What follows belongs to an exercise in optimizing a design on an open flow for small area, a short achievable clock period and few clock cycles; a production flow would make more cautious choices. The RTL was checked by simulation tests, not by an equivalence proof against the original design.

lane 1:
==> flow/design.v <==
module ssb_synth (
    input  wire         clk,
    input  wire         rst,         
    input  wire         in_valid,
    output wire         in_ready,
    input  wire [16*16-1:0] in_row,      
    output wire         out_valid,
    input  wire         out_ready,
    output wire [16*16-1:0] out_pcm      
);
    localparam integer W0 = 18;      
    localparam integer W  = 20;      
    reg              rst_q;          
    reg              v1, v2, v3;
    reg              ov, kv;
    reg [16*16-1:0]  p0;             
    reg [W0*16-1:0]  x1;             
    reg [W0*8-1:0]   st1;            
    reg [W*16-1:0]   x2;             
    reg [W*4-1:0]    st2;            
    reg [W*16-1:0]   x3;             
    reg [W*2-1:0]    st3;            
    reg [16*16-1:0]  o_q, k_q;       
    wire adv  = ~kv;
    wire push = adv & v3;
    wire acc  = adv & in_valid;
    assign in_ready  = adv;
    assign out_valid = ov;
    assign out_pcm   = o_q;
    wire [W0*16-1:0] y0s;
    genvar c, p;
    generate
        for (c = 0; c < 8; c = c + 1) begin : g_s0
            wire [W0-1:0] a  = {{2{in_row[16*c+15]}},     in_row[16*c +: 16]};
            wire [W0-1:0] b  = {{2{in_row[16*(c+8)+15]}}, in_row[16*(c+8) +: 16]};
            wire [W0-1:0] r0 = {{2{p0[16*c+15]}},       p0[16*c +: 16]};
            wire [W0-1:0] r1 = {{2{p0[16*(c+8)+15]}},   p0[16*(c+8) +: 16]};
            wire [W0-1:0] bias = (c == 0) ? 1 : 0;
            assign y0s[W0*c +: W0]     = a + r0 + (r1 << 1) + bias;
            assign y0s[W0*(c+8) +: W0] = (a << 1) - (r1 + b) + bias;
        end
    endgenerate
    wire [W*16-1:0] xin1, xin2, xin3;
    wire [W*8-1:0]  sti1;
    wire [W*16-1:0] y1s, y2s, y3s;
    generate
        for (p = 0; p < 16; p = p + 1) begin : g_ext
            assign xin1[W*p +: W] = {{(W-W0){x1[W0*p+W0-1]}}, x1[W0*p +: W0]};
            if (p < 8) begin : g_st
                assign sti1[W*p +: W] = {{(W-W0){st1[W0*p+W0-1]}}, st1[W0*p +: W0]};
            end
        end
    endgenerate
    ssb_lift_stage #(.C(4)) u_s1 (.x(xin1), .st(sti1), .y(y1s));
    ssb_lift_stage #(.C(2)) u_s2 (.x(x2),   .st(st2),  .y(y2s));
    ssb_lift_stage #(.C(1)) u_s3 (.x(x3),   .st(st3),  .y(y3s));
    wire [16*16-1:0] r3;
    generate
        for (p = 0; p < 16; p = p + 1) begin : g_pcm
            assign r3[16*p +: 16] = y3s[W*p+4 +: 16];
        end
    endgenerate
    always @(posedge clk) begin
        if (adv) begin
            x1   <= y0s;
            x2   <= y1s;
            x3   <= y2s;
            k_q  <= r3;
        end
        if (~ov | out_ready)
            o_q <= kv ? k_q : r3;
    end
    always @(posedge clk) begin
        if (rst)
            p0 <= 0;
        else if (acc)
            p0 <= in_row;
        if (rst_q) begin
            st1 <= 0;
            st2 <= 0;
            st3 <= 0;
        end else begin
            if (adv & v1) st1 <= x1[W0*8 +: W0*8];
            if (adv & v2) st2 <= x2[W*12 +: W*4];
            if (adv & v3) st3 <= x3[W*14 +: W*2];
        end
    end
    always @(posedge clk) begin
        rst_q <= rst;
        if (rst) begin
            v1 <= 1'b0;
            v2 <= 1'b0;
            v3 <= 1'b0;
            ov <= 1'b0;
            kv <= 1'b0;
        end else begin
            if (adv) begin
                v1 <= in_valid;
                v2 <= v1;
                v3 <= v2;
            end
            ov <= kv | push | (ov & ~out_ready);
            kv <= (kv | push) & ov & ~out_ready;
        end
    end
endmodule
module ssb_lift_stage #(
    parameter integer C = 1
) (
    input  wire [20*16-1:0]  x,
    input  wire [20*2*C-1:0] st,     
    output wire [20*16-1:0]  y
);
    genvar p;
    generate
        for (p = 0; p < 16; p = p + 1) begin : g_pair
            if ((p / C) % 2 == 0) begin : g_even
                wire [19:0] a = x[20*p +: 20];
                wire [19:0] b = x[20*(p+C) +: 20];
                wire [19:0] r0, r1;
                if (p < 2 * C) begin : g_first
                    assign r0 = st[20*p +: 20];
                    assign r1 = st[20*(p+C) +: 20];
                end else begin : g_chain
                    assign r0 = x[20*(p-2*C) +: 20];
                    assign r1 = x[20*(p-C) +: 20];
                end
                assign y[20*p +: 20]     = a + r0 + (r1 << 1);
                assign y[20*(p+C) +: 20] = (a << 1) - (r1 + b);
            end
        end
    endgenerate
endmodule
clock: 10.0 ns
lec_check: 0
cap_margin: 20
core_margin: 2
core_utilization: 40
place_density: 0.6
slew_margin: 20
standard.sh (not shown) runs the stock make flow with config.mk's settings and CLKGATE_MAP_FILE= SYNTH_SCRIPT=/design/flow/synth_recipe.tcl, a recipe that flattens the netlist after the stock synthesis.
==> flow/flow/run.sh <==
#!/bin/bash
set -euo pipefail
bash standard.sh SETUP_SLACK_MARGIN=6.5 finish > standard_finish.log 2>&1
The flow did not stop early for lane 1: all stages ran, and the layout cleared the timing, design-rule and antenna checks.
Testbench counts of lane 1, summed over its fixed seeds: cycles 8,032.
Changes in lane 2 relative to lane 1:
-- flow/design.v --
<<< lane 1, line 12
    localparam integer W  = 20;      
    reg              rst_q;          
    reg              v1, v2, v3;
    reg              ov, kv;
    reg [16*16-1:0]  p0;             
    reg [W0*16-1:0]  x1;             
>>> lane 2, line 12
    localparam integer W  = 20;      
    reg              rst_q;          
    reg              vs, v1, v2, v3;
    reg              ov, kv;
    reg [16*16-1:0]  s_in;           
    reg [16*16-1:0]  p0;             
    reg [W0*16-1:0]  x1;             
<<< lane 1, line 24
    wire adv  = ~kv;
    wire push = adv & v3;
    wire acc  = adv & in_valid;
    assign in_ready  = adv;
    assign out_valid = ov;
>>> lane 2, line 25
    wire adv  = ~kv;
    wire push = adv & v3;
    assign in_ready  = adv;
    assign out_valid = ov;
<<< lane 1, line 32
    generate
        for (c = 0; c < 8; c = c + 1) begin : g_s0
            wire [W0-1:0] a  = {{2{in_row[16*c+15]}},     in_row[16*c +: 16]};
            wire [W0-1:0] b  = {{2{in_row[16*(c+8)+15]}}, in_row[16*(c+8) +: 16]};
            wire [W0-1:0] r0 = {{2{p0[16*c+15]}},       p0[16*c +: 16]};
            wire [W0-1:0] r1 = {{2{p0[16*(c+8)+15]}},   p0[16*(c+8) +: 16]};
>>> lane 2, line 32
    generate
        for (c = 0; c < 8; c = c + 1) begin : g_s0
            wire [W0-1:0] a  = {{2{s_in[16*c+15]}},     s_in[16*c +: 16]};
            wire [W0-1:0] b  = {{2{s_in[16*(c+8)+15]}}, s_in[16*(c+8) +: 16]};
            wire [W0-1:0] r0 = {{2{p0[16*c+15]}},       p0[16*c +: 16]};
            wire [W0-1:0] r1 = {{2{p0[16*(c+8)+15]}},   p0[16*(c+8) +: 16]};
<<< lane 1, line 63
    always @(posedge clk) begin
        if (adv) begin
            x1   <= y0s;
            x2   <= y1s;
>>> lane 2, line 63
    always @(posedge clk) begin
        if (adv) begin
            s_in <= in_row;
            x1   <= y0s;
            x2   <= y1s;
<<< lane 1, line 72
    end
    always @(posedge clk) begin
        if (rst)
            p0 <= 0;
        else if (acc)
            p0 <= in_row;
        if (rst_q) begin
            st1 <= 0;
            st2 <= 0;
            st3 <= 0;
        end else begin
            if (adv & v1) st1 <= x1[W0*8 +: W0*8];
            if (adv & v2) st2 <= x2[W*12 +: W*4];
            if (adv & v3) st3 <= x3[W*14 +: W*2];
        end
    end
>>> lane 2, line 73
    end
    always @(posedge clk) begin
        if (rst_q) begin
            p0  <= 0;
            st1 <= 0;
            st2 <= 0;
            st3 <= 0;
        end else if (adv) begin
            if (vs) p0  <= s_in;
            if (v1) st1 <= x1[W0*8 +: W0*8];
            if (v2) st2 <= x2[W*12 +: W*4];
            if (v3) st3 <= x3[W*14 +: W*2];
        end
    end
<<< lane 1, line 89
        rst_q <= rst;
        if (rst) begin
            v1 <= 1'b0;
            v2 <= 1'b0;
>>> lane 2, line 88
        rst_q <= rst;
        if (rst) begin
            vs <= 1'b0;
            v1 <= 1'b0;
            v2 <= 1'b0;
<<< lane 1, line 96
        end else begin
            if (adv) begin
                v1 <= in_valid;
                v2 <= v1;
                v3 <= v2;
>>> lane 2, line 96
        end else begin
            if (adv) begin
                vs <= in_valid;
                v1 <= vs;
                v2 <= v1;
                v3 <= v2;
==> notes.md <==
Final cell area: lane 2 above lane 1
The worst setup slack in lane 2 sits 0.29 ns above the value recorded for lane 1.
Met3 usage: lane 2 vs lane 1 up 0.85 points
Floorplan row count (lane 2 over lane 1): increase, 2.8%
Total track usage in lane 2 is 0.77 points lower than in lane 1
Testbench counts of lane 2, summed over its fixed seeds: cycles 8,040.

[port drivers added, routing unchanged]
The flow's constraints put no driver on any port. The routed layouts listed below were extracted and timed again, unchanged, in two steps.
Step 1, drivers: a clkbuf_16 drives clk and a buf_2 each remaining input, both assumed.
Step 2 times the ports against the registers' clock, not the clock port: input delays grow and output delays shrink by t, the midpoint of the rising clock arrivals with the driver on.
Slacks: ideal ports / drivers / drivers and shift; pairs: ideal ports / drivers.
run	t (ns)	slack for setup (ns)	hold slack, ns	worst data-port slew with drivers (ns)	cell pins on the clock port's net
lane 1	1.056	6.014 / 6.014 / 5.037	0.444 / 0.444 / 0.444	0.14	1
lane 2	1.034	6.304 / 6.191 / 5.693	0.448 / 0.448 / 0.448	0.09	1
After both steps setup and hold are still met in every run listed. The setup slack of lane 1, which loses most, moves by 0.000 ns with the drivers and by -0.977 ns with both steps.
